This design comes from an exercise in tuning for small area, a short achievable clock period and few clock cycles per item on the open sky130 flow, not from production work.
Function was checked by simulation only, so behaviour that the tests miss may differ from the original.
Power figures rest on the tool's default switching activity, not on a simulated workload.

$ cat flow/config.mk
export PLATFORM = sky130hd
export DESIGN_NAME = grayscale_rasterizer
export DESIGN_NICKNAME = grayscale_rasterizer
export VERILOG_FILES = /design/flow/design.v
export SDC_FILE = /design/flow/constraint.sdc
export NUM_CORES = 4
export LEC_CHECK = 0
export CAP_MARGIN = 20
export CORE_MARGIN = 2
export CORE_UTILIZATION = 40
export SLEW_MARGIN = 20
$ cat flow/constraint.sdc
create_clock -name core_clock -period 28.0 [get_ports {clk}]
set_input_delay 5.6000 -clock core_clock [delete_from_list [all_inputs] [get_ports {clk}]]
set_output_delay 5.6000 -clock core_clock [all_outputs]
set_load 0.01 [all_outputs]
$ cat flow/design.v
module grayscale_rasterizer (
    input  wire        clk,
    input  wire        rst,
    input  wire        cmd_valid,
    output wire        cmd_ready,
    input  wire [39:0] cmd_word,
    input  wire        cmd_dec_ok,
    input  wire [7:0]  cmd_w,
    input  wire [7:0]  cmd_h,
    output wire [12:0] pix_addr,
    input  wire [7:0]  pix_rdata,
    output wire        tx_valid,
    output wire [7:0]  tx_data,
    output wire        tx_last,
    input  wire        tx_ready,
    input  wire        tx_err,
    output reg         log_valid,
    output wire [31:0] log_rec
);
    localparam [3:0] S_IDLE = 4'd0,
                     S_CHK  = 4'd1,
                     S_DIV  = 4'd2,
                     S_H0   = 4'd3,
                     S_H1   = 4'd4,
                     S_H2   = 4'd5,
                     S_P    = 4'd6,
                     S_PB   = 4'd7,
                     S_DONE = 4'd8;
    localparam [1:0] C_OK = 2'd0, C_ILL = 2'd1, C_UNR = 2'd2, C_OOB = 2'd3;
    localparam [2:0] T_NONE  = 3'b000,
                     T_HDR   = 3'b001,
                     T_ZERO  = 3'b010,    
                     T_FULL  = 3'b100,    
                     T_FULLZ = 3'b110;    
    reg  [3:0]  state;
    reg  [7:0]  base_q;
    reg         fv_q, fh_q;
    reg  [6:0]  w_q;
    reg  [7:0]  h_q;
    reg  [1:0]  code_q;
    reg  [6:0]  dq_q;
    reg  [5:0]  dr_q;
    reg  [7:0]  ra_q, rb_q;
    reg  [5:0]  ca_q, cb_q;
    reg  [3:0]  seg_q;
    reg  [7:0]  bidx_q;
    reg  [12:0] addr_q;
    reg  [2:0]  t1_q, t2_q;
    reg  [3:0]  lo_q;
    reg  [1:0]  hidx_q;
    reg  [1:0]  cnt_q;
    reg         tv_q, tl_q, hv_q, hl_q;
    reg  [7:0]  td_q, hd_q;
    reg         lk24_q, lk25_q, lk26_q, ls16_q, ls17_q;
    reg  [3:0]  lidx_q;
    assign log_rec = {5'd0, lk26_q, lk25_q, lk24_q, 5'd0, ls17_q, ls17_q, ls16_q,
                      base_q, 4'd0, lidx_q};
    assign cmd_ready = (state == S_IDLE);
    assign pix_addr  = addr_q;
    assign tx_valid  = tv_q;
    assign tx_data   = td_q;
    assign tx_last   = tl_q;
    wire cmd_legal = (cmd_word[39:32] == 8'h01) && (cmd_word[31:10] == 22'd0);
    wire cmd_oob   = (cmd_w == 8'd0) || (cmd_w > 8'd64) || (cmd_h == 8'd0) || (cmd_h > 8'd128);
    wire [1:0] cmd_code = !cmd_legal  ? C_ILL :
                          !cmd_dec_ok ? C_UNR :
                          cmd_oob     ? C_OOB : C_OK;
    wire chunk_start = (bidx_q[5:0] == 6'd0);
    wire use_b  = (state == S_PB) || chunk_start;
    wire [7:0] rc = use_b ? rb_q : ra_q;
    wire [5:0] cc = use_b ? cb_q : ca_q;
    wire frz = rc[7];
    wire [6:0] cc1   = {1'b0, cc} + 7'd1;
    wire       cwrap = (cc1 == w_q);
    wire [7:0] inc_r = (cwrap && !frz) ? rc + 8'd1 : rc;
    wire [5:0] inc_c = cwrap ? 6'd0 : cc1[5:0];
    wire [6:0] js    = {1'b0, cc} + {1'b0, dr_q};
    wire [7:0] jt    = {1'b0, js} - {1'b0, w_q};
    wire       jcy   = !jt[7];
    wire [5:0] jmp_c = jcy ? jt[5:0] : js[5:0];
    wire [7:0] jsum  = rc + {1'b0, dq_q} + {7'd0, jcy};
    wire [7:0] jmp_r = frz ? rc : jsum;
    wire       odd_n = w_q[0] & h_q[0];
    wire [7:0] vrow  = odd_n ? inc_r : rc;
    wire       cvld  = (vrow < h_q);
    wire [6:0] img_r = fv_q ? rc[6:0] : (h_q[6:0] + ~rc[6:0]);
    wire [5:0] img_c = fh_q ? (w_q[5:0] + ~cc) : cc;
    wire take  = tv_q & tx_ready;
    wire freet = ~tv_q | tx_ready;
    wire kill  = take & tl_q & tx_err;
    wire arr     = (t2_q != T_NONE);
    wire arr_hdr = (t2_q == T_HDR);
    wire arr_lst = t2_q[0] & (t2_q[2] | t2_q[1]);
    wire [3:0] hi_n = (t2_q[2] & ~t2_q[1]) ? pix_rdata[7:4] : 4'd0;
    wire [7:0] hdr_b = (hidx_q == 2'd0) ? 8'h23 :
                       (hidx_q == 2'd1) ? (base_q + {6'd0, seg_q[3:2]}) :
                                          {6'd0, seg_q[1:0]};
    wire [7:0] arr_b = arr_hdr ? hdr_b : {hi_n, lo_q};
    wire go = ~cnt_q[1] | take;
    wire last_b = (bidx_q == 8'd255);
    wire [3:0] st_after = (seg_q == 4'd15) ? S_DONE : S_H0;
    reg  [3:0] st_n;
    reg  [2:0] tag;
    reg        iss;       
    reg        adv;       
    reg        upd_a, upd_b, jmp_b;
    always @(*) begin
        st_n  = state;
        tag   = T_NONE;
        iss   = 1'b0;
        adv   = 1'b0;
        upd_a = 1'b0;
        upd_b = 1'b0;
        jmp_b = 1'b0;
        case (state)
            S_IDLE: if (cmd_valid) st_n = S_CHK;
            S_CHK:  st_n = (code_q == C_OK) ? S_DIV : S_IDLE;
            S_DIV:  if (!jcy) st_n = S_H0;
            S_H0: if (go) begin tag = T_HDR; iss = 1'b1; st_n = S_H1; end
            S_H1: if (go) begin tag = T_HDR; iss = 1'b1; st_n = S_H2; end
            S_H2: if (go) begin tag = T_HDR; iss = 1'b1; st_n = S_P;  end
            S_P: if (go) begin
                iss   = 1'b1;
                upd_a = 1'b1;
                jmp_b = chunk_start;
                if (cvld) begin
                    st_n = S_PB;
                end else begin
                    tag = {2'b01, last_b};
                    adv = 1'b1;
                    if (last_b) st_n = st_after;
                end
            end
            S_PB: begin
                upd_b = 1'b1;
                tag   = {1'b1, ~cvld, last_b};
                adv   = 1'b1;
                st_n  = last_b ? st_after : S_P;
            end
            S_DONE: if (cnt_q == 2'd0) st_n = S_IDLE;
            default: st_n = S_IDLE;
        endcase
    end
    always @(posedge clk) begin
        if (state == S_IDLE) begin
            base_q <= cmd_word[7:0];
            fv_q   <= cmd_word[8];
            fh_q   <= cmd_word[9];
            w_q    <= cmd_w[6:0];
            h_q    <= cmd_h;
            code_q <= cmd_code;
        end else if (state == S_CHK && code_q == C_ILL) begin
            base_q <= 8'd0;
        end
        if (state == S_CHK) begin
            dq_q   <= 7'd1;
            dr_q   <= -w_q[5:0];
            rb_q   <= 8'd0;
            cb_q   <= 6'd0;
            seg_q  <= 4'd0;
            bidx_q <= 8'd0;
        end else begin
            if (state == S_DIV && jcy) begin
                dq_q <= jsum[6:0];
                dr_q <= jt[5:0];
            end
            if (upd_a) begin
                ra_q <= inc_r;
                ca_q <= inc_c;
            end
            if (jmp_b) begin
                rb_q <= jmp_r;
                cb_q <= jmp_c;
            end else if (upd_b) begin
                rb_q <= inc_r;
                cb_q <= inc_c;
            end
            if (adv) begin
                bidx_q <= bidx_q + 8'd1;
                if (last_b) seg_q <= seg_q + 4'd1;
            end
        end
        addr_q <= {img_r, img_c};
        lo_q   <= t1_q[2] ? pix_rdata[7:4] : 4'd0;
        if (arr) begin
            hd_q <= arr_b;
            hl_q <= arr_lst;
        end
        if (freet) begin
            td_q <= hv_q ? hd_q : arr_b;
            tl_q <= hv_q ? hl_q : arr_lst;
        end
        lk24_q <= (state == S_CHK) ? (code_q == C_ILL || code_q == C_UNR) : 1'b1;
        lk25_q <= (state == S_CHK) ? (code_q == C_OOB) : 1'b1;
        lk26_q <= (state == S_CHK) ? (code_q == C_ILL) : 1'b0;
        ls16_q <= (state == S_CHK) ? (code_q != C_ILL) : 1'b0;
        ls17_q <= (state != S_CHK);
        lidx_q <= (state == S_CHK) ? 4'd0 : seg_q - 4'd1;
        if (rst) begin
            state     <= S_IDLE;
            t1_q      <= T_NONE;
            t2_q      <= T_NONE;
            cnt_q     <= 2'd0;
            tv_q      <= 1'b0;
            hv_q      <= 1'b0;
            hidx_q    <= 2'd0;
            log_valid <= 1'b0;
        end else if (kill) begin
            state     <= S_IDLE;
            t1_q      <= T_NONE;
            t2_q      <= T_NONE;
            cnt_q     <= 2'd0;
            tv_q      <= 1'b0;
            hv_q      <= 1'b0;
            hidx_q    <= 2'd0;
            log_valid <= 1'b1;
        end else begin
            state     <= st_n;
            t1_q      <= tag;
            t2_q      <= t1_q;
            cnt_q     <= cnt_q + {1'b0, iss} - {1'b0, take};
            if (freet) tv_q <= hv_q | arr;
            hv_q      <= hv_q ? (~freet | arr) : (arr & ~freet);
            if (arr_hdr) hidx_q <= (hidx_q == 2'd2) ? 2'd0 : hidx_q + 2'd1;
            log_valid <= (state == S_CHK) && (code_q != C_OK);
        end
    end
endmodule
$ cat flow/run.sh
#!/bin/bash
# synth_recipe.tcl (not shown) runs the flow's synth.tcl, then flattens the netlist and writes it again
# the make line also repeats each setting of config.mk as NAME=value (left out here)
make -C /OpenROAD-flow-scripts/flow DESIGN_CONFIG=/design/flow/config.mk WORK_HOME=/design/flow/orfs CLKGATE_MAP_FILE= SYNTH_SCRIPT=/design/flow/synth_recipe.tcl finish
==> results of run 1 <==
==> worst paths after layout <==
path / start / endpoint / slack, ns / cells after the start
worst max-delay path: tx_ready / cb_q[2] / 19.65 / 9
worst min-delay path: t1_q[1] / t2_q[1] / 0.42 / 1
worst min register to register: t1_q[1] / t2_q[1] / 0.42 / 1
worst max register to register: state[2] / rb_q[6] / 21.23 / 25
==> worst reg2reg max path, stage by stage, from the launching register on <==
cell and delay [ns]:
dfxtp_1 0.68, and4b_1 0.80, a21oi_2 0.10, buf_4 0.28
nand2_1 0.11, nand2_1 0.17, ha_1 0.28, fa_1 0.41
xor2_1 0.21, ha_1 0.34, o21ai_0 0.12, a21boi_0 0.26
o21ai_0 0.17, a21oi_1 0.45, nor2_1 0.27, fa_1 0.47
fa_1 0.43, nor2b_1 0.14, o21ai_0 0.10, nand2b_1 0.13
a21oi_1 0.08, nor2_1 0.11, nor2_1 0.06, xnor2_1 0.13
a211oi_1 0.24, a211oi_1 0.07
==> state kept, by name, summed over array words and instances, names as in the netlist, 6 cells and up <==
signal  count
addr_q     13
base_q      8
bidx_q      8
ca_q        6
cb_q        6
dq_q        7
dr_q        6
h_q         8
hd_q        8
ra_q        8
rb_q        8
td_q        8
w_q         7
==> cell usage in the layout, fill, tap and decap left out, drive strengths merged, types with 6 or more instances in the layout <==
cell type	n
clkdlybuf4s50	108
nand2	82
dfxtp	76
nor2	73
inv	69
edfxtp	65
a21oi	62
ha	51
o21ai	46
xnor2	40
mux2i	34
and2	22
nand3	21
nor3	19
xor2	18
clkbuf	17
conb	14
nand2b	14
nor2b	13
nor4	13
a211oi	11
mux2	11
nand4	10
a21o	8
and3	7
buf	7
o211ai	7
fa	6
a31oi	6
==> layer usage <==
metal  GRT usage, %  vias up  routed length (um)
met2           29.1      178                8990
met4           6.38        0                 331
met3           3.59       22                 988
li1               -     3283                   -
met1           26.0     3036                9350
met5              0        -                   0
==> cells in the mapped netlist, types with 13 or more instances <==
master	n	area (sq um)
nand2_1	82	308
dfxtp_1	76	1520
nor2_1	73	274
edfxtp_1	65	1950
a21oi_1	62	310
inv_1	61	229
ha_1	51	638
o21ai_0	42	210
xnor2_1	40	350
mux2i_1	33	330
and2_1	22	138
nand3_1	21	105
buf_4	20	150
clkbuf_1	20	75.1
nor3_1	19	95.1
xor2_1	18	158
nand2b_1	13	81.3
nor2b_1	13	81.3
nor4_1	13	81.3
==> metrics by stage <==
stage / instances / worst slack (ns) / area, sq um / power, mW / utilization [%]
finish: 1265 / 19.65 / 10200 / 0.956 / 50.0
global route: 1265 / 19.40 / 10200 / 1.03 / 50.0
CTS: 1265 / 19.65 / 10200 / 0.963 / 50.0
detailed placement: 1233 / 19.22 / 9560 / 0.731 / 47.1
global placement: 1233 / 19.18 / 9560 / 0.727 / 47.1
floorplan: 897 / 19.22 / 8350 / 0.595 / -
==> logic make-up after synthesis <==
family	synth area share, %
AND/OR/NAND/NOR	17.2
AO/OA/AOI/OAI	13.4
flip-flops	41.8
buffers and inverters	6.19
XOR/XNOR	6.39
adder cells (fa/ha/maj)	9.25
multiplexers	5.74
other	0.0452
==> power groups by stage <==
| stage | registers [mW] | clock network, mW | logic (mW) |
|---|---|---|---|
| final | 0.315 | 0.228 | 0.413 |
| after global placement | 0.318 | 0 | 0.409 |
| after detailed placement | 0.319 | 0 | 0.412 |
| after CTS | 0.315 | 0.232 | 0.416 |
| after global routing | 0.322 | 0.242 | 0.465 |
| after floorplan | 0.313 | 0 | 0.282 |
==> cell type report <==
| class | count | area [sq um] | area share [%] |
|---|---|---|---|
| multi-input combinational | 645 | 4380 | 43.2 |
| sequential | 141 | 3470 | 34.2 |
| timing repair buffer | 115 | 1130 | 11.2 |
| clock buffer | 17 | 425 | 4.19 |
| tap | 270 | 338 | 3.33 |
| inverter | 62 | 233 | 2.29 |
| clock inverter | 15 | 171 | 1.69 |
==> results.yml, run 1 <==
run_status:
  status: "timing/DRC/antenna clean"
global_routing:
  track_usage_pct: 18.6
  antenna_found_initial: 0
  grt_pass1_vias: 6420
  grt_max_degree: 36
  grt_pass1_wl_um: 32500
  overflow: 0
timing:
  drv_slew: 0
  period_share_pct: 29.8
  skew_ns: 0.0138
  fmax_ghz: 0.120
  finalHoldViolCount: 0
  fin_hold_ws_ns: 0.420
  min_period_ns: 8.35
  maxSlewHeadroom_pct: 30.5
  tightestPinTransition_ns: 1.03
  rsz0062_at_grt: "no"
  setup_violations: 0
  final.setup.tns_ns: 0
clock_network:
  post_cts_resized: 0
  hold_buffers: 0
  htreeDepth: 4
  cts_buffers: 17
  clock_latency_ns: 0.44
  clk_path_buf_depth: 2
  cts_tree: "done"
  cts_num_sinks: 141
  cts_setup_buffers: 0
  cts-root-buf: "clkbuf_16"
  clk_pin_slew_ns: 0.07
critical_path:
  cp_slowest_cell: "inv_1"
  critPathBufInv: 2
  worstPathCellList: "clkdlybuf4s50_1, and2_1, nand2b_1, nand2_1, inv_1, nand3_1, nand2_1, o221ai_1, o211a_1"
  cp-end-kind: "register"
  worst_setup_path_start_kind: "primary input"
  worst-setup-path-type: "primary input to register"
  required_ns: 28.32
  worstPathMaxFanout: 19
  critical-path-top-delay-family: "simple AND/OR/NAND/NOR gates"
  cpPeakStageDelay_ns: 0.66
  path_common_cell: "nand2_1"
  arrival_ns: 8.67
power_and_ir_drop:
  p_int_mw: 0.588
  p_sw_share_pct: 38.5
  combPwrFrac_pct: 43.2
  seqPwrFrac_pct: 33.0
  cellPowerDensity_mw_per_mm2: 94.2
  p_leak_nw: 4.12
  peakVddDrop_uv: 50.4
  p_sw_mw: 0.368
  pwr-share-clk_pct: 23.9
die:
  rows: 52
  ioPinCount: 127
  die_h_um: 148
  start_util_pct: 40.9
  core_area_sq_mm: 0.0203
  dieArea_sq_mm: 0.0219
  die_x_um: 148
placed_design:
  place.gp.congestion: 0.864
  portBuffers: 108
  place_hpwl_um: 14200
yosys:
  synthFlopType: "dfxtp_1"
  syn_inst: 884
  postSynthAreaPerCell_sq_um: 9.40
  synth_seq_area_share_pct: 41.8
  synth_area_sq_mm: 0.00831
  ys_ff_latch: 141
  async_flop_share_pct: 0
  ys_types: 64
  synth_edf_count: 65
  yosysWarningCount: 1
cells_and_area:
  drive_gt1_share_pct: 6.73
  area_growth_pct: 22.3
  nets: 1109
  fill_cells: 1924
  antenna_cells: 0
routing:
  wire_per_inst_um: 15.5
  postRouteAntennaNets: 0
  drtIter0Drc: 363
  wl_um: 19700
  dr.pass1.iters: 4
  vias_per_cell: 5.15
  drcViolationCount: 0
  vias: 6519
worst_hold_path:
  hp-class: "register to register"
flow_run:
  max_cap_violations: 0
Testbench counts, summed over its fixed seeds: cycles 375,338, frames 768.
==> run 2, diff against run 1 <==
--- a/flow/design.v
+++ b/flow/design.v
@@ -50,11 +50,13 @@
     reg  [1:0]  hidx_q;
     reg  [1:0]  cnt_q;
-    reg         tv_q, tl_q, hv_q, hl_q;
-    reg  [7:0]  td_q, hd_q;
+    reg         idle_q;      
+    reg         ub_q;        
+    reg         tv_q, tl_q, hv_q, hl_q, gv_q, gl_q;
+    reg  [7:0]  td_q, hd_q, gd_q;
     reg         lk24_q, lk25_q, lk26_q, ls16_q, ls17_q;
     reg  [3:0]  lidx_q;
     assign log_rec = {5'd0, lk26_q, lk25_q, lk24_q, 5'd0, ls17_q, ls17_q, ls16_q,
                       base_q, 4'd0, lidx_q};
-    assign cmd_ready = (state == S_IDLE);
+    assign cmd_ready = idle_q;
     assign pix_addr  = addr_q;
     assign tx_valid  = tv_q;
@@ -67,5 +69,5 @@
                           cmd_oob     ? C_OOB : C_OK;
     wire chunk_start = (bidx_q[5:0] == 6'd0);
-    wire use_b  = (state == S_PB) || chunk_start;
+    wire use_b  = ub_q;
     wire [7:0] rc = use_b ? rb_q : ra_q;
     wire [5:0] cc = use_b ? cb_q : ca_q;
@@ -97,5 +99,5 @@
                                           {6'd0, seg_q[1:0]};
     wire [7:0] arr_b = arr_hdr ? hdr_b : {hi_n, lo_q};
-    wire go = ~cnt_q[1] | take;
+    wire go = ~(cnt_q[1] & cnt_q[0]);
     wire last_b = (bidx_q == 8'd255);
     wire [3:0] st_after = (seg_q == 4'd15) ? S_DONE : S_H0;
@@ -184,6 +186,10 @@
         lo_q   <= t1_q[2] ? pix_rdata[7:4] : 4'd0;
         if (arr) begin
-            hd_q <= arr_b;
-            hl_q <= arr_lst;
+            gd_q <= arr_b;
+            gl_q <= arr_lst;
+        end
+        if (freet ? 1'b1 : (~hv_q & arr)) begin
+            hd_q <= (freet & gv_q) ? gd_q : (freet | ~hv_q) ? arr_b : hd_q;
+            hl_q <= (freet & gv_q) ? gl_q : (freet | ~hv_q) ? arr_lst : hl_q;
         end
         if (freet) begin
@@ -191,4 +197,6 @@
             tl_q <= hv_q ? hl_q : arr_lst;
         end
+        ub_q <= (st_n == S_PB) ||
+                ((state == S_CHK) ? 1'b1 : adv ? (bidx_q[5:0] == 6'd63) : chunk_start);
         lk24_q <= (state == S_CHK) ? (code_q == C_ILL || code_q == C_UNR) : 1'b1;
         lk25_q <= (state == S_CHK) ? (code_q == C_OOB) : 1'b1;
@@ -204,5 +212,7 @@
             tv_q      <= 1'b0;
             hv_q      <= 1'b0;
+            gv_q      <= 1'b0;
             hidx_q    <= 2'd0;
+            idle_q    <= 1'b1;
             log_valid <= 1'b0;
         end else if (kill) begin
@@ -213,5 +223,7 @@
             tv_q      <= 1'b0;
             hv_q      <= 1'b0;
+            gv_q      <= 1'b0;
             hidx_q    <= 2'd0;
+            idle_q    <= 1'b1;
             log_valid <= 1'b1;
         end else begin
@@ -221,5 +233,7 @@
             cnt_q     <= cnt_q + {1'b0, iss} - {1'b0, take};
             if (freet) tv_q <= hv_q | arr;
-            hv_q      <= hv_q ? (~freet | arr) : (arr & ~freet);
+            hv_q      <= freet ? (gv_q | (hv_q & arr)) : (hv_q | arr);
+            gv_q      <= freet ? (gv_q & arr) : (gv_q | (hv_q & arr));
+            idle_q    <= (st_n == S_IDLE);
             if (arr_hdr) hidx_q <= (hidx_q == 2'd2) ? 2'd0 : hidx_q + 2'd1;
             log_valid <= (state == S_CHK) && (code_q != C_OK);
==> run 2 against run 1 <==
  * First-iteration DRC count is the same
  * Register-to-register slack gained 1.2 ns
  * Area after synthesis grew 2.2%
  * Global-route usage shrank 1.1 points
  * Still clean on timing, DRC and antenna
  * Core utilization shrank 0.40 points
  * Combinational power shrank 84%
  * Design area grew 2.4%
  * Worst setup slack gained 1.2 ns
  * Largest power group is now registers
  * Wire length shrank 4.8%
  * Synthesized cell count shrank 4.5%
==> results.yml, run 2 <==
run_status:
  status: "timing/DRC/antenna clean"
timing:
  final.setup.tns_ns: 0
  min_period_ns: 7.10
  fmax_ghz: 0.141
  rsz0062_at_grt: "no"
  skew_ns: 0.0104
  fin_hold_ws_ns: 0.426
  maxSlewHeadroom_pct: 49.9
  setup_violations: 0
  drv_slew: 0
  period_share_pct: 25.4
  tightestPinTransition_ns: 0.730
  worst_slack_ns: 20.90
  finalHoldViolCount: 0
yosys:
  syn_inst: 844
  ys_ff_latch: 153
  synth_top_area_share_pct: 26.2
  synth_edf_count: 74
  synth_seq_area_share_pct: 44.8
  ys_types: 69
  postSynthAreaPerCell_sq_um: 10.1
  synth_top_area_cell: "edfxtp_1"
  yosysWarningCount: 1
  synthFlopType: "dfxtp_1"
  synth_area_sq_mm: 0.00849
  synth.area.top_cells: "edfxtp_1, dfxtp_1, ha_1"
  ys_top_cells_by_count: "nor2_1, dfxtp_1, edfxtp_1, a21oi_1, inv_1"
  async_flop_share_pct: 0
  yosysMostFrequentCell: "nor2_1"
clock_network:
  clk_pin_slew_ns: 0.07
  hold_buffers: 0
  post_cts_resized: 0
  cts-root-buf: "clkbuf_16"
  htreeDepth: 4
  cts_tree: "done"
  clk_path_buf_depth: 2
  cts_num_sinks: 153
  clock_latency_ns: 0.44
  cts_buffers: 17
  cts_setup_buffers: 0
critical_path:
  cp-end-kind: "register"
  worst_setup_path_start_kind: "primary input"
  required_ns: 28.17
  worstPathMaxFanout: 2
  reg2reg_setup_slack_ns: 22.46
  r2r_cells: 25
  r2r_end: "rb_q[6]"
  arrival_ns: 7.27
  worstSetupStartpoint: "cmd_h[2]"
  worst-setup-path-type: "primary input to register"
  rr_startpoint: "ub_q"
global_routing:
  grt_pass1_vias: 5947
  antenna_found_initial: 0
  grt_pass1_wl_um: 30900
  grt_max_degree: 38
  overflow: 0
  track_usage_pct: 17.5
power_and_ir_drop:
  peakVddDrop_uv: 48.1
  combPwrFrac_pct: 12.1
  p_int_mw: 0.400
  pwr-share-clk_pct: 41.8
  seqPwrFrac_pct: 46.1
  cellPowerDensity_mw_per_mm2: 52.7
  p_sw_mw: 0.148
  p_sw_share_pct: 27.0
  p_leak_nw: 4.24
cells_and_area:
  antenna_cells: 0
  mostFrequentLayoutCell: "clkdlybuf4s50_1"
  layout_common_cells: "clkdlybuf4s50_1, nor2_1, dfxtp_1, edfxtp_1"
  regMostFlops: "addr_q"
  post-route-cell-area_sq_mm: 0.0104
  area_growth_pct: 22.5
  drive_gt1_share_pct: 8.83
  nets: 1078
  fill_cells: 1967
  fin_util_pct: 49.6
  largest_register_ffs: 13
routing:
  vias: 6258
  postRouteAntennaNets: 0
  wire_per_inst_um: 15.1
  drtIter0Drc: 363
  dr.pass1.iters: 6
  wl_um: 18700
  vias_per_cell: 5.05
  drcViolationCount: 0
worst_hold_path:
  min_path_cells: 1
  hp-class: "register to register"
  hp-start: "t1_q[0]"
  min_to: "t2_q[0]"
die:
  die_x_um: 150
  core_area_sq_mm: 0.0210
  rows: 53
  die_h_um: 150
  start_util_pct: 40.5
  dieArea_sq_mm: 0.0224
  ioPinCount: 127
placed_design:
  preCtsSetupSlack_ns: 20.42
  place_hpwl_um: 14100
  place.gp.congestion: 0.840
  portBuffers: 108
  placed_cell_area_sq_mm: 0.00980
flow_run:
  max_cap_violations: 0
run 2: cell count changes after synthesis, sizes merged, moves of 8 or more:
cell	before	now
edfxtp	65	74
o21ai	46	55
mux2	11	25
xnor2	40	48
nor2	73	85
a21oi	62	52
mux2i	34	26
nand2	82	49
inv	61	52
run 2: kinds of logic after synthesis:
logic type	share of synthesized area (%)
mux	6.67
xor+xnor	7.07
buf+inv	5.27
flops	44.8
other cells	0.0442
fa+ha+maj	9.16
compound gates	11.5
simple gates	15.5
run 2: how the worst max path moves through the flow:
| stage | to |
|---|---|
| detailed placement | code_q[1] |
| global route | hd_q[1] |
| global placement | code_q[1] |
| CTS | code_q[1] |
| finish | code_q[1] |
| floorplan | code_q[1] |
run 2: power by group through the flow:
stage | Sequential [mW] | Clock, mW | Combinational (mW)
after floorplan | 0.257 | 0 | 0.0383
after CTS | 0.253 | 0.234 | 0.0666
after global routing | 0.254 | 0.244 | 0.0736
after detailed placement | 0.258 | 0 | 0.0662
final | 0.253 | 0.229 | 0.0661
after global placement | 0.258 | 0 | 0.0654
run 2: area by class of cell:
| type | count | area, sq um | area share (%) |
|---|---|---|---|
| multi-input cells | 607 | 4300 | 41.4 |
| flip-flops and latches | 153 | 3800 | 36.6 |
| inverters | 54 | 203 | 1.95 |
| clock inverters | 15 | 174 | 1.67 |
| well taps | 275 | 344 | 3.31 |
| repair buffers | 117 | 1150 | 11.0 |
| clock buffers | 17 | 425 | 4.09 |
run 2: stage by stage:
stage	total power, mW	cells
4_1_cts	0.554	1238
3_3_place_gp	0.323	1206
5_1_grt	0.571	1238
3_5_place_dp	0.324	1206
2_1_floorplan	0.295	857
6_report	0.548	1238
run 2: per-layer routing:
| metal | global-route usage (%) | share of wire [%] | vias up |
|---|---|---|---|
| li1 | - | - | 3175 |
| met1 | 24.1 | 49 | 2949 |
| met2 | 28.4 | 47 | 114 |
| met3 | 3.14 | 2.8 | 20 |
| met4 | 4.91 | 1.2 | 0 |
| met5 | 0 | 0 | - |
run 2: critical path, cell delays in order:
cell	delay [ns]
clkdlybuf4s50_1	0.42
or4_1	0.54
nor4_1	0.26
xor2_1	0.16
nor3_1	0.18
a21boi_0	0.11
Testbench counts of run 2, summed over its fixed seeds: cycles 367,388, frames 768.
==> run 3, diff against run 2 <==
==> flow/flow/run.sh (new file) <==
#!/bin/bash
set -euo pipefail
export BUFFER_PORTS_ARGS="-buffer_cell sky130_fd_sc_hd__buf_1"
bash standard.sh > standard.log 2>&1
==> flow/standard.sh (new file) <==
#!/bin/bash
# synth_recipe.tcl (not shown) runs the flow's synth.tcl, then flattens the netlist and writes it again
# the make line also repeats each setting of config.mk as NAME=value (left out here)
make -C /OpenROAD-flow-scripts/flow DESIGN_CONFIG=/design/flow/config.mk WORK_HOME=/design/flow/orfs CLKGATE_MAP_FILE= SYNTH_SCRIPT=/design/flow/synth_recipe.tcl "${@:-finish}"
--- a/flow/config.mk
+++ b/flow/config.mk
@@ -8,4 +8,6 @@
 export CAP_MARGIN = 20
 export CORE_MARGIN = 2
-export CORE_UTILIZATION = 40
+export CORE_UTILIZATION = 60
+export CTS_BUF_LIST = sky130_fd_sc_hd__clkbuf_8
+export CTS_CLUSTER_SIZE = 30
 export SLEW_MARGIN = 20
removed: flow/run.sh
==> run 3 against run 2 <==
  * Flip-flop and latch count is the same
  * Sequential share of layout area grew 4.1 points
  * Power shrank 14%
  * Clock skew grew 0.0049 ns
  * Combinational power shrank 17%
  * Via count grew 2.0%
  * Area after synthesis is the same
  * Critical path depth is the same
  * Non-clock buffer count shrank 4
  * Critical path type unchanged
  * Critical endpoint unchanged
  * Highest routed layer unchanged
==> results.yml, run 3 <==
run_status:
  status: "timing/DRC/antenna clean"
routing:
  drtIter0Drc: 464
  postRouteAntennaNets: 0
  wire_per_inst_um: 16.7
  vias: 6385
  vias_per_cell: 5.61
  dr.pass1.iters: 5
  drcViolationCount: 0
  wl_um: 19000
flow_run:
  max_cap_violations: 0
critical_path:
  critical-path-top-delay-family: "simple AND/OR/NAND/NOR gates"
  reg2reg_setup_slack_ns: 22.38
  worstPathCellList: "buf_1, or4_1, nor4_1, xor2_1, nor3_1, a21boi_0"
  worst_setup_path_start_kind: "primary input"
  worst-setup-path-type: "primary input to register"
  r2r_end: "rb_q[6]"
  crit_cells: 6
  cpPeakStageDelay_ns: 0.53
  required_ns: 28.18
  cp_slowest_cell: "or4_1"
  arrival_ns: 7.03
  critPathBufInv: 1
  worstSetupStartpoint: "cmd_h[2]"
  cp-end-kind: "register"
  endpoint: "code_q[1]"
  r2r_cells: 23
  worstPathMaxFanout: 2
  rr_startpoint: "ub_q"
cells_and_area:
  largest_register_ffs: 13
  fin_util_pct: 67.7
  layout_common_cells: "buf_1, nor2_1, dfxtp_1, edfxtp_1, inv_1"
  nets: 1074
  mostFrequentLayoutCell: "buf_1"
  regArea_sq_mm: 0.00380
  regMostFlops: "addr_q"
  area_growth_pct: 10.3
  fill_cells: 1120
  multi_input_area_sq_mm: 0.00430
  antenna_cells: 0
  drive_gt1_share_pct: 8.34
yosys:
  ys_types: 69
  ys_top_cells_by_count: "nor2_1, dfxtp_1, edfxtp_1, a21oi_1, inv_1"
  synth_seq_area_share_pct: 44.8
  yosysMostFrequentCell: "nor2_1"
  synth_area_sq_mm: 0.00849
  ys_ff_latch: 153
  synth_edf_count: 74
  synthFlopType: "dfxtp_1"
  syn_inst: 844
  synth_top_area_share_pct: 26.2
  postSynthAreaPerCell_sq_um: 10.1
  async_flop_share_pct: 0
  yosysWarningCount: 1
  synth_top_area_cell: "edfxtp_1"
  synth.area.top_cells: "edfxtp_1, dfxtp_1, ha_1"
clock_network:
  cts-root-buf: "clkbuf_8"
  cts_tree: "done"
  cts_setup_buffers: 0
  clock_latency_ns: 0.46
  post_cts_resized: 0
  cts_num_sinks: 153
  cts_buffers: 17
  clk_path_buf_depth: 2
  hold_buffers: 0
  clk_pin_slew_ns: 0.08
  htreeDepth: 4
power_and_ir_drop:
  combPwrFrac_pct: 11.5
  p_sw_share_pct: 26.8
  seqPwrFrac_pct: 53.3
  p_sw_mw: 0.127
  p_leak_nw: 3.85
  cellPowerDensity_mw_per_mm2: 50.6
  pwr-share-clk_pct: 35.2
  p_int_mw: 0.347
  peakVddDrop_uv: 45.0
timing:
  maxSlewHeadroom_pct: 35.1
  period_share_pct: 24.5
  rsz0062_at_grt: "no"
  drv_slew: 0
  tightestPinTransition_ns: 0.946
  setup_violations: 0
  skew_ns: 0.0153
  final.setup.tns_ns: 0
  min_period_ns: 6.85
  finalHoldViolCount: 0
  fmax_ghz: 0.146
die:
  rows: 43
  core_area_sq_mm: 0.0138
  die_x_um: 123
  dieArea_sq_mm: 0.0151
  start_util_pct: 61.4
  ioPinCount: 127
  die_h_um: 123
global_routing:
  track_usage_pct: 25.9
  antenna_found_initial: 0
  grt_pass1_vias: 6031
  grt_pass1_wl_um: 30100
  grt_max_degree: 32
  overflow: 0
worst_hold_path:
  min_path_cells: 1
  hp-class: "register to register"
placed_design:
  place_hpwl_um: 14300
  portBuffers: 108
  place.gp.congestion: 0.923
-- run 3: cell counts after synthesis --
Identical to the previous run, type by type.
-- run 3: per-layer routing --
layer / track usage, % / vias to the layer above / wire length [um]
met2: 43.8 / 187 / 9500
met4: 6.47 / 0 / 197
li1: - / 3166 / -
met1: 34.3 / 3015 / 8420
met3: 5.21 / 17 / 889
met5: 0 / - / 0
-- run 3: kinds of logic after synthesis --
family                   count (synthesis)  synth area share [%]
XOR/XNOR                                66                  7.07
buffers and inverters                   97                  5.27
flip-flops                             153                  44.8
other                                    1                0.0442
multiplexers                            51                  6.67
AO/OA/AOI/OAI                          159                  11.5
AND/OR/NAND/NOR                        259                  15.5
adder cells (fa/ha/maj)                 58                  9.16
-- run 3: through the flow --
stage / instances / hold slack (ns) / setup WS [ns] / power [mW] / instance area [sq um]
final: 1139 / 0.427 / 21.15 / 0.474 / 9360
after global routing: 1139 / 0.437 / 21.02 / 0.494 / 9360
after CTS: 1139 / 0.429 / 21.15 / 0.476 / 9360
after detailed placement: 1107 / 0.411 / 20.66 / 0.312 / 8980
after global placement: 1107 / 0.413 / 20.71 / 0.310 / 8980
after floorplan: 857 / 0.406 / 21.07 / 0.295 / 8540
-- run 3: worst min path at each step --
| stage | start | endpoint |
|---|---|---|
| after floorplan | t1_q[0] | t2_q[0] |
| after global placement | t1_q[1] | t2_q[1] |
| after detailed placement | t1_q[1] | t2_q[1] |
| after CTS | t1_q[1] | t2_q[1] |
| after global routing | t1_q[1] | t2_q[1] |
| final | t1_q[1] | t2_q[1] |
-- run 3: cell type report --
| type | count | share of cell area (%) |
|---|---|---|
| clock buffer | 17 | 2.50 |
| clock inverter | 15 | 1.60 |
| sequential | 153 | 40.6 |
| inverter | 54 | 2.16 |
| timing repair buffer | 113 | 4.73 |
| multi-input combinational | 607 | 46.0 |
| tap | 180 | 2.41 |
-- run 3: worst reg2reg max path, stage by stage, from the launching register on --
cell	delay (ns)
dfxtp_2	0.75
mux2_2	0.49
ha_1	0.30
a21o_1	0.18
a21oi_1	0.23
o21bai_1	0.10
a21oi_1	0.19
xor2_1	0.23
inv_1	0.07
ha_1	0.30
or3_1	0.35
o21ai_0	0.08
a21oi_1	0.05
buf_4	0.21
fa_1	0.45
fa_1	0.44
a21oi_1	0.17
nor2_1	0.05
nor2_1	0.16
o21bai_1	0.08
a21oi_1	0.18
xnor2_1	0.16
a211oi_1	0.11
nor3_1	0.23
-- run 3: power groups by stage --
stage                     Clock, mW  Combinational [mW]  Sequential (mW)
after global routing          0.179              0.0612            0.254
after CTS                     0.169              0.0546            0.253
final                         0.167              0.0546            0.253
after floorplan                   0              0.0383            0.257
after detailed placement          0              0.0544            0.258
after global placement            0              0.0526            0.257
==> run 4, diff against run 3 <==
--- a/flow/config.mk
+++ b/flow/config.mk
@@ -8,6 +8,5 @@
 export CAP_MARGIN = 20
 export CORE_MARGIN = 2
-export CORE_UTILIZATION = 60
+export CORE_UTILIZATION = 70
 export CTS_BUF_LIST = sky130_fd_sc_hd__clkbuf_8
-export CTS_CLUSTER_SIZE = 30
 export SLEW_MARGIN = 20
==> run 4 against run 3 <==
  * Synthesized cell count unchanged
  * Maximum frequency up 0.20%
  * Worst setup slack better by 0.014 ns
  * First-iteration DRC count stayed put
  * Critical path depth stayed put
  * Sequential power barely moved
  * Global-route usage rose by 3.8 points
==> results.yml, run 4 <==
run_status:
  status: "timing/DRC/antenna clean"
cells_and_area:
  final-instance-count-excl-fill: 1109
  layout_common_cells: "buf_1, nor2_1, dfxtp_1, edfxtp_1, inv_1"
  regMostFlops: "addr_q"
  antenna_cells: 0
  area_growth_pct: 9.62
  nets: 1077
  post-route-cell-area_sq_mm: 0.00931
  drive_gt1_share_pct: 8.32
  mostFrequentLayoutCell: "buf_1"
  largest_register_ffs: 13
  fin_util_pct: 78.2
critical_path:
  cp-end-kind: "register"
  worstPathMaxFanout: 2
  required_ns: 28.19
  worst_setup_path_start_kind: "primary input"
  arrival_ns: 7.03
  worst-setup-path-type: "primary input to register"
routing:
  wl_um: 18800
  drcViolationCount: 0
  wire_per_inst_um: 17.0
  drtIter0Drc: 464
  vias: 6425
  dr.pass1.iters: 8
  vias_per_cell: 5.79
  postRouteAntennaNets: 0
clock_network:
  cts_num_sinks: 153
  clock_latency_ns: 0.47
  cts-root-buf: "clkbuf_8"
  clk_pin_slew_ns: 0.09
  cts_buffers: 17
  cts_tree: "done"
  cts_setup_buffers: 0
  htreeDepth: 4
  hold_buffers: 0
  clk_path_buf_depth: 2
  post_cts_resized: 0
global_routing:
  overflow: 0
  grt_pass1_vias: 6250
  track_usage_pct: 29.7
  grt_pass1_wl_um: 30100
  antenna_found_initial: 0
  grt_max_degree: 32
timing:
  min_period_ns: 6.83
  tightestPinTransition_ns: 0.808
  skew_ns: 0.0141
  setup_violations: 0
  finalHoldViolCount: 0
  fmax_ghz: 0.146
  rsz0062_at_grt: "no"
  maxSlewHeadroom_pct: 46.1
  worst_slack_ns: 21.17
  drv_slew: 0
  final.setup.tns_ns: 0
  period_share_pct: 24.4
  fin_hold_ws_ns: 0.437
die:
  die_x_um: 114
  die_h_um: 114
  core_area_sq_mm: 0.0119
  rows: 40
  ioPinCount: 127
  start_util_pct: 71.3
  dieArea_sq_mm: 0.0130
power_and_ir_drop:
  peakVddDrop_uv: 47.3
  cellPowerDensity_mw_per_mm2: 49.4
  p_leak_nw: 3.87
  p_total_mw: 0.460
yosys:
  synth_simple_gate_area_share_pct: 15.5
  yosysMostFrequentCell: "nor2_1"
  synth_top_family_by_area: "simple AND/OR/NAND/NOR gates"
  ys_ff_latch: 153
  synth_compound_area_share_pct: 11.5
  synth.area.top_cells: "edfxtp_1, dfxtp_1, ha_1"
  synth_mux_area_share_pct: 6.67
  ys_top_cells_by_count: "nor2_1, dfxtp_1, edfxtp_1, a21oi_1, inv_1"
  syn_inst: 844
  synth_xor_area_share_pct: 7.07
  ys_types: 69
  postSynthAreaPerCell_sq_um: 10.1
  async_flop_share_pct: 0
  synth_top_area_cell: "edfxtp_1"
  synth_top_area_share_pct: 26.2
  synth_seq_area_share_pct: 44.8
  synth_edf_count: 74
  synth_area_sq_mm: 0.00849
  yosysWarningCount: 1
  synthFlopType: "dfxtp_1"
  synth_adder_area_share_pct: 9.16
worst_hold_path:
  hp-class: "register to register"
placed_design:
  place_hpwl_um: 14200
  place.gp.congestion: 0.916
  preCtsSetupSlack_ns: 20.69
  dp_cells: 1077
  portBuffers: 108
  placed_cell_area_sq_mm: 0.00896
flow_run:
  max_cap_violations: 0
-- run 4: cell count changes in the layout (fill, tap and decap cells not counted), sizes merged --
cell,before,now
inv,57,62
buf,113,116
clkinv,8,6
clkinvlp,2,0
bufinv,2,1
-- run 4: cell type report --
cell class	count	area, sq um
multi-input combinational	607	4300
clock buffer	17	234
clock inverter	15	114
tap	147	184
timing repair buffer	116	465
fill	821	2600
sequential	153	3800
inverter	54	203
-- run 4: power by group --
part	total (mW)	internal, mW	switching, mW	leakage, nW
sequential	0.252	0.244	0.00798	1.43
clock	0.153	0.0692	0.0834	0.201
combinational	0.0549	0.0230	0.0319	2.24
-- run 4: per-layer routing --
| layer | share of wire, % | GRT usage [%] |
|---|---|---|
| met5 | 0 | 0 |
| met4 | 1.8 | 10.4 |
| met3 | 5.6 | 7.15 |
| met2 | 49 | 49.9 |
| met1 | 43 | 37.9 |
-- run 4: critical path, cell delays in order --
cell and delay (ns):
buf_1 0.08, or4_1 0.53, nor4_1 0.25, xor2_1 0.12, nor3_1 0.29, a21boi_0 0.17
-- run 4: kinds of logic (layout without fill, tap and decap cells) --
kind of cell / Yosys count / count (layout)
buffers and inverters: 97 / 202
xor gates and xnor gates: 66 / 66
muxes: 51 / 51
and+or+nand+nor: 259 / 259
DFF: 153 / 153
other: 1 / 14
AOI/OAI and AO/OA: 159 / 159
adders and majority gates: 58 / 58
-- run 4: path summary, 6_finish.rpt --
path | startpoint | to | slack [ns] | cells past startpoint
min reg2reg | t1_q[0] | t2_q[0] | 0.44 | 1
min | t1_q[0] | t2_q[0] | 0.44 | 1
max | cmd_h[2] | code_q[1] | 21.17 | 6
max reg2reg | ub_q | rb_q[6] | 22.47 | 23
==> run 5, diff against run 4 <==
--- a/flow/config.mk
+++ b/flow/config.mk
@@ -8,5 +8,4 @@
 export CAP_MARGIN = 20
 export CORE_MARGIN = 2
-export CORE_UTILIZATION = 70
-export CTS_BUF_LIST = sky130_fd_sc_hd__clkbuf_8
+export CORE_UTILIZATION = 40
 export SLEW_MARGIN = 20
==> run 5 against run 4 <==
  * Maximum frequency grew 0.63%
  * Clock power grew 54%
  * Sequential power is essentially flat
  * Combinational power is essentially flat
  * Sequential share of layout area shrank 1.8 points
  * Flip-flop and latch count is the same
  * Non-clock buffer count grew 1
  * Wire length grew 0.50%
  * Count of clock-buffer cells in the layout is the same
==> results.yml, run 5 <==
run_status:
  status: "timing/DRC/antenna clean"
global_routing:
  grt_pass1_vias: 5959
  overflow: 0
  grt_max_degree: 38
  track_usage_pct: 17.3
  grt_pass1_wl_um: 30400
  antenna_found_initial: 0
placed_design:
  place.gp.congestion: 0.822
  place_hpwl_um: 13800
  dp_cells: 1206
  placed_cell_area_sq_mm: 0.00913
  portBuffers: 108
power_and_ir_drop:
  p_leak_nw: 3.97
  combPwrFrac_pct: 10.1
  p_sw_mw: 0.152
  pwr-share-clk_pct: 43.3
  peakVddDrop_uv: 40.7
  p_sw_share_pct: 28.1
  p_int_mw: 0.390
  cellPowerDensity_mw_per_mm2: 55.6
  seqPwrFrac_pct: 46.6
clock_network:
  hold_buffers: 0
  clk_path_buf_depth: 2
  cts_buffers: 17
  cts_setup_buffers: 0
  htreeDepth: 4
  clk_pin_slew_ns: 0.07
  cts_tree: "done"
  clock_latency_ns: 0.44
  cts-root-buf: "clkbuf_16"
  post_cts_resized: 0
  cts_num_sinks: 153
critical_path:
  r2r_end: "rb_q[6]"
  cp-end-kind: "register"
  worst-setup-path-type: "primary input to register"
  arrival_ns: 6.97
  worstPathCellList: "buf_1, or4_1, nor4_1, xor2_1, nor3_1, a21boi_0"
  critical-path-top-delay-family: "simple AND/OR/NAND/NOR gates"
  endpoint: "code_q[1]"
  worst_setup_path_start_kind: "primary input"
  cpPeakStageDelay_ns: 0.52
  cp_slowest_cell: "or4_1"
  crit_cells: 6
  reg2reg_setup_slack_ns: 22.55
  rr_startpoint: "ub_q"
  required_ns: 28.18
  worstSetupStartpoint: "cmd_h[2]"
  critPathBufInv: 1
  worstPathMaxFanout: 2
  r2r_cells: 25
cells_and_area:
  nets: 1078
  mostFrequentLayoutCell: "buf_1"
  area_growth_pct: 14.7
  post-route-cell-area_sq_mm: 0.00974
  final-instance-count-excl-fill: 1238
  largest_register_ffs: 13
  fin_util_pct: 46.5
  drive_gt1_share_pct: 8.83
  layout_common_cells: "buf_1, nor2_1, dfxtp_1, edfxtp_1"
  fill_cells: 2045
  regMostFlops: "addr_q"
  antenna_cells: 0
timing:
  maxSlewHeadroom_pct: 42.7
  final.setup.tns_ns: 0
  fmax_ghz: 0.147
  rsz0062_at_grt: "no"
  min_period_ns: 6.79
  skew_ns: 0.0158
  drv_slew: 0
  tightestPinTransition_ns: 0.859
  period_share_pct: 24.3
  setup_violations: 0
  finalHoldViolCount: 0
yosys:
  synth.area.top_cells: "edfxtp_1, dfxtp_1, ha_1"
  synth_top_area_cell: "edfxtp_1"
  synth_seq_area_share_pct: 44.8
  synthFlopType: "dfxtp_1"
  synth_area_sq_mm: 0.00849
  async_flop_share_pct: 0
  synth_edf_count: 74
  syn_inst: 844
  ys_ff_latch: 153
  synth_top_area_share_pct: 26.2
  yosysMostFrequentCell: "nor2_1"
  yosysWarningCount: 1
  postSynthAreaPerCell_sq_um: 10.1
  ys_types: 69
  ys_top_cells_by_count: "nor2_1, dfxtp_1, edfxtp_1, a21oi_1, inv_1"
worst_hold_path:
  min_path_cells: 1
  hp-class: "register to register"
routing:
  vias: 6342
  dr.pass1.iters: 5
  wire_per_inst_um: 15.3
  postRouteAntennaNets: 0
  drcViolationCount: 0
  vias_per_cell: 5.12
  drtIter0Drc: 382
  wl_um: 18900
die:
  dieArea_sq_mm: 0.0224
  core_area_sq_mm: 0.0210
  ioPinCount: 127
  die_x_um: 150
  die_h_um: 150
  rows: 53
  start_util_pct: 40.5
flow_run:
  max_cap_violations: 0
## run 5: layout make-up
| cell class | instances | area (sq um) | area share (%) |
|---|---|---|---|
| inverters | 54 | 203 | 2.08 |
| multi-input cells | 607 | 4300 | 44.2 |
| clock inverters | 15 | 191 | 1.96 |
| flip-flops and latches | 153 | 3800 | 39.0 |
| well taps | 275 | 344 | 3.53 |
| repair buffers | 117 | 473 | 4.85 |
| clock buffers | 17 | 425 | 4.37 |
## run 5: per-layer routing
| metal | wire length [um] | GRT usage (%) | vias up |
|---|---|---|---|
| met4 | 314 | 5.80 | 0 |
| met5 | 0 | 0 | - |
| met2 | 8910 | 28.0 | 125 |
| li1 | - | - | 3184 |
| met3 | 657 | 3.20 | 29 |
| met1 | 9050 | 23.5 | 3004 |
## run 5: logic make-up after synthesis
| family | after synthesis | share of synthesized area, % |
|---|---|---|
| and+or+nand+nor | 259 | 15.5 |
| AOI/OAI and AO/OA | 159 | 11.5 |
| DFF | 153 | 44.8 |
| buffers and inverters | 97 | 5.27 |
| xor gates and xnor gates | 66 | 7.07 |
| adders and majority gates | 58 | 9.16 |
| muxes | 51 | 6.67 |
| other | 1 | 0.0442 |
## run 5: power by group through the flow
stage / combinational [mW] / sequential, mW / clock, mW
3_5_place_dp: 0.0548 / 0.258 / 0
5_1_grt: 0.0615 / 0.254 / 0.247
2_1_floorplan: 0.0383 / 0.257 / 0
4_1_cts: 0.0553 / 0.253 / 0.239
3_3_place_gp: 0.0539 / 0.258 / 0
6_report: 0.0547 / 0.253 / 0.235
## run 5: how the worst min path moves through the flow
stage / slack (ns) / endpoint / start
4_1_cts: 0.43 / t2_q[1] / t1_q[1]
3_3_place_gp: 0.41 / t2_q[1] / t1_q[1]
3_5_place_dp: 0.41 / t2_q[0] / t1_q[0]
5_1_grt: 0.44 / t2_q[1] / t1_q[1]
6_report: 0.43 / t2_q[1] / t1_q[1]
2_1_floorplan: 0.41 / t2_q[0] / t1_q[0]
## run 5: per-stage QoR
step                hold slack (ns)  power (mW)  setup slack, ns
floorplan                     0.406       0.295            21.07
global placement              0.411       0.312            20.77
detailed placement            0.414       0.313            20.72
CTS                           0.434       0.547            21.17
global route                  0.444       0.563            21.02
finish                        0.430       0.542            21.21
==> run 6, diff against run 5 <==
--- a/flow/config.mk
+++ b/flow/config.mk
@@ -8,4 +8,6 @@
 export CAP_MARGIN = 20
 export CORE_MARGIN = 2
-export CORE_UTILIZATION = 40
+export CORE_UTILIZATION = 70
+export CTS_BUF_LIST = sky130_fd_sc_hd__clkbuf_4 sky130_fd_sc_hd__clkbuf_8
+export CTS_CLUSTER_DIAMETER = 60
 export SLEW_MARGIN = 20
==> run 6 against run 5 <==
  * Die area shrank 42%
  * Clock power decreased by 33%
  * Power fell by 14%
  * Wire length down 0.72%
  * Count of clock-buffer cells in the layout up 5
  * First-iteration DRC count rose by 34%
  * Worst hold slack improved by 0.0071 ns
  * Core utilization rose by 32 points
  * Sequential share of layout area increased by 1.8 points
  * Design area shrank 4.3%
  * Final cell count decreased by 10%
  * Non-clock buffer count fell by 1
  * Critical path type unchanged
  * Largest cell class unchanged
  * Highest routed layer unchanged
==> results.yml, run 6 <==
run_status:
  status: "timing/DRC/antenna clean"
yosys:
  syn_inst: 844
  ys_types: 69
  yosysWarningCount: 1
  synth_top_area_share_pct: 26.2
  synth_top_area_cell: "edfxtp_1"
  yosysMostFrequentCell: "nor2_1"
  ys_top_cells_by_count: "nor2_1, dfxtp_1, edfxtp_1, a21oi_1, inv_1"
  synth_area_sq_mm: 0.00849
  async_flop_share_pct: 0
  synthFlopType: "dfxtp_1"
  ys_ff_latch: 153
  synth.area.top_cells: "edfxtp_1, dfxtp_1, ha_1"
  synth_edf_count: 74
  postSynthAreaPerCell_sq_um: 10.1
  synth_seq_area_share_pct: 44.8
global_routing:
  track_usage_pct: 29.6
  grt_pass1_vias: 6234
  grt_max_degree: 32
  antenna_found_initial: 0
  grt_pass1_wl_um: 30000
  overflow: 0
worst_hold_path:
  hp-class: "register to register"
placed_design:
  place.gp.congestion: 0.916
  placed_cell_area_sq_mm: 0.00896
  portBuffers: 108
  place_hpwl_um: 14200
die:
  dieArea_sq_mm: 0.0130
  start_util_pct: 71.3
  die_h_um: 114
  ioPinCount: 127
  rows: 40
  die_x_um: 114
  core_area_sq_mm: 0.0119
critical_path:
  worstPathMaxFanout: 2
  worst-setup-path-type: "primary input to register"
  required_ns: 28.19
  arrival_ns: 7.02
  cp-end-kind: "register"
  worst_setup_path_start_kind: "primary input"
timing:
  fin_hold_ws_ns: 0.437
  skew_ns: 0.0140
  maxSlewHeadroom_pct: 44.5
  tightestPinTransition_ns: 0.831
  final.setup.tns_ns: 0
  rsz0062_at_grt: "no"
  min_period_ns: 6.84
  finalHoldViolCount: 0
  period_share_pct: 24.4
  drv_slew: 0
  fmax_ghz: 0.146
  setup_violations: 0
routing:
  vias_per_cell: 5.80
  wire_per_inst_um: 16.9
  vias: 6436
  drcViolationCount: 0
  postRouteAntennaNets: 0
  wl_um: 18800
  dr.pass1.iters: 5
  drtIter0Drc: 510
cells_and_area:
  largest_register_ffs: 13
  fill_cells: 816
  post-route-cell-area_sq_mm: 0.00933
  drive_gt1_share_pct: 8.84
  area_growth_pct: 9.84
  mostFrequentLayoutCell: "buf_1"
  nets: 1077
  layout_common_cells: "buf_1, nor2_1, dfxtp_1, edfxtp_1"
  regMostFlops: "addr_q"
  antenna_cells: 0
clock_network:
  clk_path_buf_depth: 2
  cts-root-buf: "clkbuf_8"
  post_cts_resized: 0
  cts_tree: "done"
  hold_buffers: 0
  cts_setup_buffers: 0
  clock_latency_ns: 0.46
  clk_pin_slew_ns: 0.09
  cts_num_sinks: 153
  cts_buffers: 17
  htreeDepth: 4
power_and_ir_drop:
  cellPowerDensity_mw_per_mm2: 49.9
  peakVddDrop_uv: 46.6
  p_leak_nw: 3.86
flow_run:
  max_cap_violations: 0
## run 6: layout make-up
cell class / instances / area, sq um / share of cell area (%)
multi-input combinational: 607 / 4300 / 46.1
clock buffer: 22 / 272 / 2.91
clock inverter: 10 / 95.1 / 1.02
tap: 147 / 184 / 1.97
inverter: 54 / 203 / 2.17
timing repair buffer: 116 / 465 / 4.99
sequential: 153 / 3800 / 40.8
## run 6: power breakdown
part           internal [mW]  switching [mW]  total (mW)
registers              0.244         0.00800       0.252
clock network         0.0759          0.0825       0.158
logic                 0.0230          0.0319      0.0549
total                  0.343           0.122       0.466
## run 6: kinds of logic after synthesis
kind of cell	share of synthesized area [%]
compound gates	11.5
xor+xnor	7.07
fa+ha+maj	9.16
buf+inv	5.27
flops	44.8
mux	6.67
other cells	0.0442
simple gates	15.5
## run 6: final timing paths
check | slack [ns] | start | to | depth (start not counted)
setup / recovery | 21.16 | cmd_h[2] | code_q[1] | 6
hold / removal | 0.44 | t1_q[0] | t2_q[0] | 1
hold reg to reg | 0.44 | t1_q[0] | t2_q[0] | 1
setup reg to reg | 22.45 | ub_q | rb_q[6] | 23
## run 6: per-layer routing
metal | part of all wire, % | track usage (%)
met4 | 2.1 | 11.3
met5 | 0 | 0
met1 | 43 | 37.5
met3 | 5.4 | 6.51
met2 | 49 | 49.8
## run 6: worst max-delay path: stages
cell	delay [ns]
buf_1	0.08
or4_1	0.53
nor4_1	0.25
xor2_1	0.12
nor3_1	0.29
a21boi_0	0.17
## run 6: stage by stage
step	util [%]	setup slack (ns)	power (mW)	instances
floorplan	-	21.07	0.295	857
global placement	75.2	20.73	0.309	1077
detailed placement	75.2	20.69	0.312	1077
CTS	78.3	21.18	0.467	1109
global route	78.3	21.09	0.483	1109
finish	78.3	21.16	0.466	1109
==> run 7, diff against run 6 <==
--- a/flow/design.v
+++ b/flow/design.v
@@ -36,7 +36,6 @@
     reg  [7:0]  base_q;
     reg         fv_q, fh_q;
-    reg  [6:0]  w_q;
-    reg  [7:0]  h_q;
-    reg  [1:0]  code_q;
+    reg  [7:0]  w_q, h_q;
+    reg         cwa_q, cwb_q, dok_q;    
     reg  [6:0]  dq_q;
     reg  [5:0]  dr_q;
@@ -52,6 +51,8 @@
     reg         idle_q;      
     reg         ub_q;        
-    reg         tv_q, tl_q, hv_q, hl_q, gv_q, gl_q;
-    reg  [7:0]  td_q, hd_q, gd_q;
+    reg         tv_q, tl_q;
+    reg  [7:0]  td_q;
+    reg  [8:0]  e0_q, e1_q;
+    reg         wp_q, rp_q, full_q;
     reg         lk24_q, lk25_q, lk26_q, ls16_q, ls17_q;
     reg  [3:0]  lidx_q;
@@ -63,9 +64,8 @@
     assign tx_data   = td_q;
     assign tx_last   = tl_q;
-    wire cmd_legal = (cmd_word[39:32] == 8'h01) && (cmd_word[31:10] == 22'd0);
-    wire cmd_oob   = (cmd_w == 8'd0) || (cmd_w > 8'd64) || (cmd_h == 8'd0) || (cmd_h > 8'd128);
-    wire [1:0] cmd_code = !cmd_legal  ? C_ILL :
-                          !cmd_dec_ok ? C_UNR :
-                          cmd_oob     ? C_OOB : C_OK;
+    wire cmd_oob = (w_q == 8'd0) || (w_q > 8'd64) || (h_q == 8'd0) || (h_q > 8'd128);
+    wire [1:0] code_q = !(cwa_q & cwb_q) ? C_ILL :
+                        !dok_q           ? C_UNR :
+                        cmd_oob          ? C_OOB : C_OK;
     wire chunk_start = (bidx_q[5:0] == 6'd0);
     wire use_b  = ub_q;
@@ -74,9 +74,9 @@
     wire frz = rc[7];
     wire [6:0] cc1   = {1'b0, cc} + 7'd1;
-    wire       cwrap = (cc1 == w_q);
+    wire       cwrap = (cc1 == w_q[6:0]);
     wire [7:0] inc_r = (cwrap && !frz) ? rc + 8'd1 : rc;
     wire [5:0] inc_c = cwrap ? 6'd0 : cc1[5:0];
     wire [6:0] js    = {1'b0, cc} + {1'b0, dr_q};
-    wire [7:0] jt    = {1'b0, js} - {1'b0, w_q};
+    wire [7:0] jt    = {1'b0, js} - w_q;
     wire       jcy   = !jt[7];
     wire [5:0] jmp_c = jcy ? jt[5:0] : js[5:0];
@@ -144,12 +144,18 @@
         endcase
     end
+    wire tshort = (t1_q == T_NONE) & ~tag[2];
+    wire       fne   = full_q | (wp_q ^ rp_q);
+    wire [8:0] fhead = rp_q ? e1_q : e0_q;
+    wire       fpop  = freet & (fne | arr);
     always @(posedge clk) begin
+        cwa_q <= (cmd_word[39:32] == 8'h01) && (cmd_word[31:26] == 6'd0);
+        cwb_q <= (cmd_word[25:10] == 16'd0);
+        dok_q <= cmd_dec_ok;
         if (state == S_IDLE) begin
             base_q <= cmd_word[7:0];
             fv_q   <= cmd_word[8];
             fh_q   <= cmd_word[9];
-            w_q    <= cmd_w[6:0];
+            w_q    <= cmd_w;
             h_q    <= cmd_h;
-            code_q <= cmd_code;
         end else if (state == S_CHK && code_q == C_ILL) begin
             base_q <= 8'd0;
@@ -185,15 +191,9 @@
         addr_q <= {img_r, img_c};
         lo_q   <= t1_q[2] ? pix_rdata[7:4] : 4'd0;
-        if (arr) begin
-            gd_q <= arr_b;
-            gl_q <= arr_lst;
-        end
-        if (freet ? 1'b1 : (~hv_q & arr)) begin
-            hd_q <= (freet & gv_q) ? gd_q : (freet | ~hv_q) ? arr_b : hd_q;
-            hl_q <= (freet & gv_q) ? gl_q : (freet | ~hv_q) ? arr_lst : hl_q;
-        end
+        if (arr & ~wp_q) e0_q <= {arr_lst, arr_b};
+        if (arr &  wp_q) e1_q <= {arr_lst, arr_b};
         if (freet) begin
-            td_q <= hv_q ? hd_q : arr_b;
-            tl_q <= hv_q ? hl_q : arr_lst;
+            td_q <= fne ? fhead[7:0] : arr_b;
+            tl_q <= fne ? fhead[8]   : arr_lst;
         end
         ub_q <= (st_n == S_PB) ||
@@ -211,6 +211,7 @@
             cnt_q     <= 2'd0;
             tv_q      <= 1'b0;
-            hv_q      <= 1'b0;
-            gv_q      <= 1'b0;
+            wp_q      <= 1'b0;
+            rp_q      <= 1'b0;
+            full_q    <= 1'b0;
             hidx_q    <= 2'd0;
             idle_q    <= 1'b1;
@@ -222,6 +223,7 @@
             cnt_q     <= 2'd0;
             tv_q      <= 1'b0;
-            hv_q      <= 1'b0;
-            gv_q      <= 1'b0;
+            wp_q      <= 1'b0;
+            rp_q      <= 1'b0;
+            full_q    <= 1'b0;
             hidx_q    <= 2'd0;
             idle_q    <= 1'b1;
@@ -229,10 +231,11 @@
         end else begin
             state     <= st_n;
-            t1_q      <= tag;
-            t2_q      <= t1_q;
+            t1_q      <= tshort ? T_NONE : tag;
+            t2_q      <= tshort ? tag : t1_q;
             cnt_q     <= cnt_q + {1'b0, iss} - {1'b0, take};
-            if (freet) tv_q <= hv_q | arr;
-            hv_q      <= freet ? (gv_q | (hv_q & arr)) : (hv_q | arr);
-            gv_q      <= freet ? (gv_q & arr) : (gv_q | (hv_q & arr));
+            if (freet) tv_q <= fne | arr;
+            if (arr)  wp_q <= ~wp_q;
+            if (fpop) rp_q <= ~rp_q;
+            full_q    <= (arr & ~fpop) ? (wp_q ^ rp_q) : (full_q & ~fpop);
             idle_q    <= (st_n == S_IDLE);
             if (arr_hdr) hidx_q <= (hidx_q == 2'd2) ? 2'd0 : hidx_q + 2'd1;
==> flow/flow/run.sh (replaced) <==
#!/bin/bash
set -euo pipefail
export BUFFER_PORTS_ARGS="-buffer_cell sky130_fd_sc_hd__buf_1"
export CTS_ARGS="-sink_clustering_enable -repair_clock_nets -sink_clustering_size 40 -sink_clustering_max_diameter 80 -sink_buffer_max_cap_derate 1.0 -buf_list sky130_fd_sc_hd__clkbuf_8"
bash standard.sh > standard.log 2>&1
==> run 7 against run 6 <==
  * Still clean on timing, DRC and antenna
  * Count of clock-buffer cells in the layout is 5 lower
  * Critical path depth is 5 lower
  * First-iteration DRC count is 44% higher
  * Wire length is 0.93% higher
  * Area after synthesis is 1.2% higher
  * Combinational power is 15% higher
  * Design area is 1.3% higher
  * Maximum frequency is 2.2% higher
  * Global-route usage is 0.23 points higher
  * Clock power is 11% higher
  * Largest power group unchanged
==> results.yml, run 7 <==
clock_network:
  cts_num_sinks: 156
  post_cts_resized: 0
  hold_buffers: 0
  cts_setup_buffers: 0
  cts_tree: "done"
  htreeDepth: 4
  clk_pin_slew_ns: 0.08
  clk_path_buf_depth: 2
  clock_latency_ns: 0.47
  cts_buffers: 17
  cts-root-buf: "clkbuf_8"
power_and_ir_drop:
  pwr-share-clk_pct: 35.0
  p_leak_nw: 3.87
  peakVddDrop_uv: 30.3
  combPwrFrac_pct: 12.7
  p_sw_share_pct: 26.7
  cellPowerDensity_mw_per_mm2: 52.8
  p_sw_mw: 0.133
  p_int_mw: 0.366
  seqPwrFrac_pct: 52.3
die:
  core_area_sq_mm: 0.0120
  die_x_um: 115
  rows: 40
  die_h_um: 115
  dieArea_sq_mm: 0.0132
  start_util_pct: 71.5
  ioPinCount: 127
critical_path:
  critPathBufInv: 1
  cpPeakStageDelay_ns: 0.47
  worstSetupStartpoint: "tl_q"
  arrival_ns: 1.09
  worstPathCellList: "buf_1"
  worst_setup_path_start_kind: "register"
  endpoint: "tx_last"
  required_ns: 22.40
  reg2reg_setup_slack_ns: 22.08
  worstPathMaxFanout: 3
  r2r_end: "idle_q"
  cp-end-kind: "output port"
  rr_startpoint: "ub_q"
  crit_cells: 1
  critical-path-top-delay-family: "flip-flops"
  cp_slowest_cell: "edfxtp_1"
  worst-setup-path-type: "register to output port"
  r2r_cells: 20
timing:
  worst_slack_ns: 21.31
  drv_slew: 0
  final.setup.tns_ns: 0
  tightestPinTransition_ns: 1.02
  fmax_ghz: 0.150
  skew_ns: 0.0170
  rsz0062_at_grt: "no"
  setup_violations: 0
  period_share_pct: 23.9
  min_period_ns: 6.69
  maxSlewHeadroom_pct: 31.4
  finalHoldViolCount: 0
cells_and_area:
  layout_common_cells: "buf_1, nor2_1, dfxtp_1, edfxtp_1, nand2_1"
  largest_register_ffs: 13
  antenna_cells: 0
  nets: 1083
  mostFrequentLayoutCell: "buf_1"
  area_growth_pct: 9.94
  regMostFlops: "addr_q"
  post-route-cell-area_sq_mm: 0.00945
  drive_gt1_share_pct: 7.72
  reg_top3: "addr_q (13), e0_q (9), e1_q (9)"
yosys:
  postSynthAreaPerCell_sq_um: 10.0
  synth_adder_area_share_pct: 8.62
  syn_inst: 856
  synth_edf_count: 73
  synth_top_area_share_pct: 25.5
  synth_top_family_by_area: "simple AND/OR/NAND/NOR gates"
  ys_top_cells_by_count: "nor2_1, dfxtp_1, edfxtp_1, nand2_1, inv_1"
  synth_xor_area_share_pct: 7.51
  ys_types: 74
  synth_top_area_cell: "edfxtp_1"
  synth.area.top_cells: "edfxtp_1, dfxtp_1, ha_1"
  ys_ff_latch: 156
  yosysMostFrequentCell: "nor2_1"
  synth_seq_area_share_pct: 44.8
  synth_simple_gate_area_share_pct: 15.7
  synth_area_sq_mm: 0.00859
  synthFlopType: "dfxtp_1"
  synth_compound_area_share_pct: 12.4
  yosysWarningCount: 1
  async_flop_share_pct: 0
  synth_mux_area_share_pct: 5.37
routing:
  wire_per_inst_um: 17.0
  postRouteAntennaNets: 0
  vias: 6641
  wl_um: 19000
  drtIter0Drc: 733
  drcViolationCount: 0
  dr.pass1.iters: 5
  vias_per_cell: 5.94
global_routing:
  antenna_found_initial: 0
  track_usage_pct: 29.8
  grt_pass1_wl_um: 31000
  overflow: 0
  grt_max_degree: 41
  grt_pass1_vias: 6553
placed_design:
  place_hpwl_um: 14100
  place.gp.congestion: 0.880
  portBuffers: 108
  preCtsSetupSlack_ns: 20.98
  placed_cell_area_sq_mm: 0.00904
worst_hold_path:
  hp-class: "register to register"
run_status:
  status: "timing/DRC/antenna clean"
flow_run:
  max_cap_violations: 0
-- run 7: worst min-delay path, stage by stage (launching register included) --
cell and delay, ns:
dfxtp_1 0.32, inv_1 0.05, a21oi_1 0.05
-- run 7: layer usage --
layer / up-vias / track usage (%) / share of wire [%]
met1: 3169 / 38.0 / 42
met2: 224 / 51.1 / 51
met4: 0 / 11.7 / 2.1
met5: - / 0 / 0
met3: 46 / 5.17 / 5.2
li1: 3202 / - / -
-- run 7: cell type report --
type | count | area [sq um]
Sequential cell | 156 | 3850
Tap cell | 147 | 184
Inverter | 56 | 210
Timing Repair Buffer | 115 | 458
Multi-Input combinational cell | 612 | 4340
Clock buffer | 17 | 234
Fill cell | 841 | 2560
Clock inverter | 15 | 171
-- run 7: cells by family after synthesis --
| kind of cell | count (synthesis) |
|---|---|
| and+or+nand+nor | 275 |
| AOI/OAI and AO/OA | 156 |
| DFF | 156 |
| buffers and inverters | 101 |
| xor gates and xnor gates | 68 |
| adders and majority gates | 55 |
| muxes | 44 |
| other | 1 |
-- run 7: power by group through the flow --
stage | logic, mW | clock network [mW] | registers (mW)
3_3_place_gp | 0.0600 | 0 | 0.265
4_1_cts | 0.0632 | 0.175 | 0.261
6_report | 0.0634 | 0.175 | 0.261
2_1_floorplan | 0.0448 | 0 | 0.265
3_5_place_dp | 0.0628 | 0 | 0.266
5_1_grt | 0.0712 | 0.183 | 0.262
-- run 7: how the worst min path moves through the flow --
| stage | from | to | slack, ns | depth (start not counted) |
|---|---|---|---|---|
| 6_report | t1_q[0] | t2_q[0] | 0.47 | 2 |
| 5_1_grt | t1_q[0] | t2_q[0] | 0.50 | 2 |
| 4_1_cts | t1_q[0] | t2_q[0] | 0.48 | 2 |
| 3_5_place_dp | t1_q[0] | t2_q[0] | 0.45 | 2 |
| 3_3_place_gp | t1_q[0] | t2_q[0] | 0.43 | 2 |
| 2_1_floorplan | t1_q[0] | t2_q[0] | 0.43 | 2 |
-- run 7: per-stage QoR --
stage	hold slack (ns)	power (mW)	instances	utilization, %
floorplan	0.426	0.310	869	-
global placement	0.432	0.325	1086	75.2
detailed placement	0.448	0.329	1086	75.2
CTS	0.475	0.499	1118	78.6
global route	0.504	0.517	1118	78.7
finish	0.473	0.499	1118	78.7
Testbench counts of run 7, summed over its fixed seeds: cycles 352,558, frames 768.

Check on run 7: ideal ports give 21.314 ns setup slack; a clkbuf_16 on the clock port and buf_2 on the inputs give 21.275 ns; moving port delays by the midpoint clock arrival (0.495 ns) as well gives 20.965 ns.
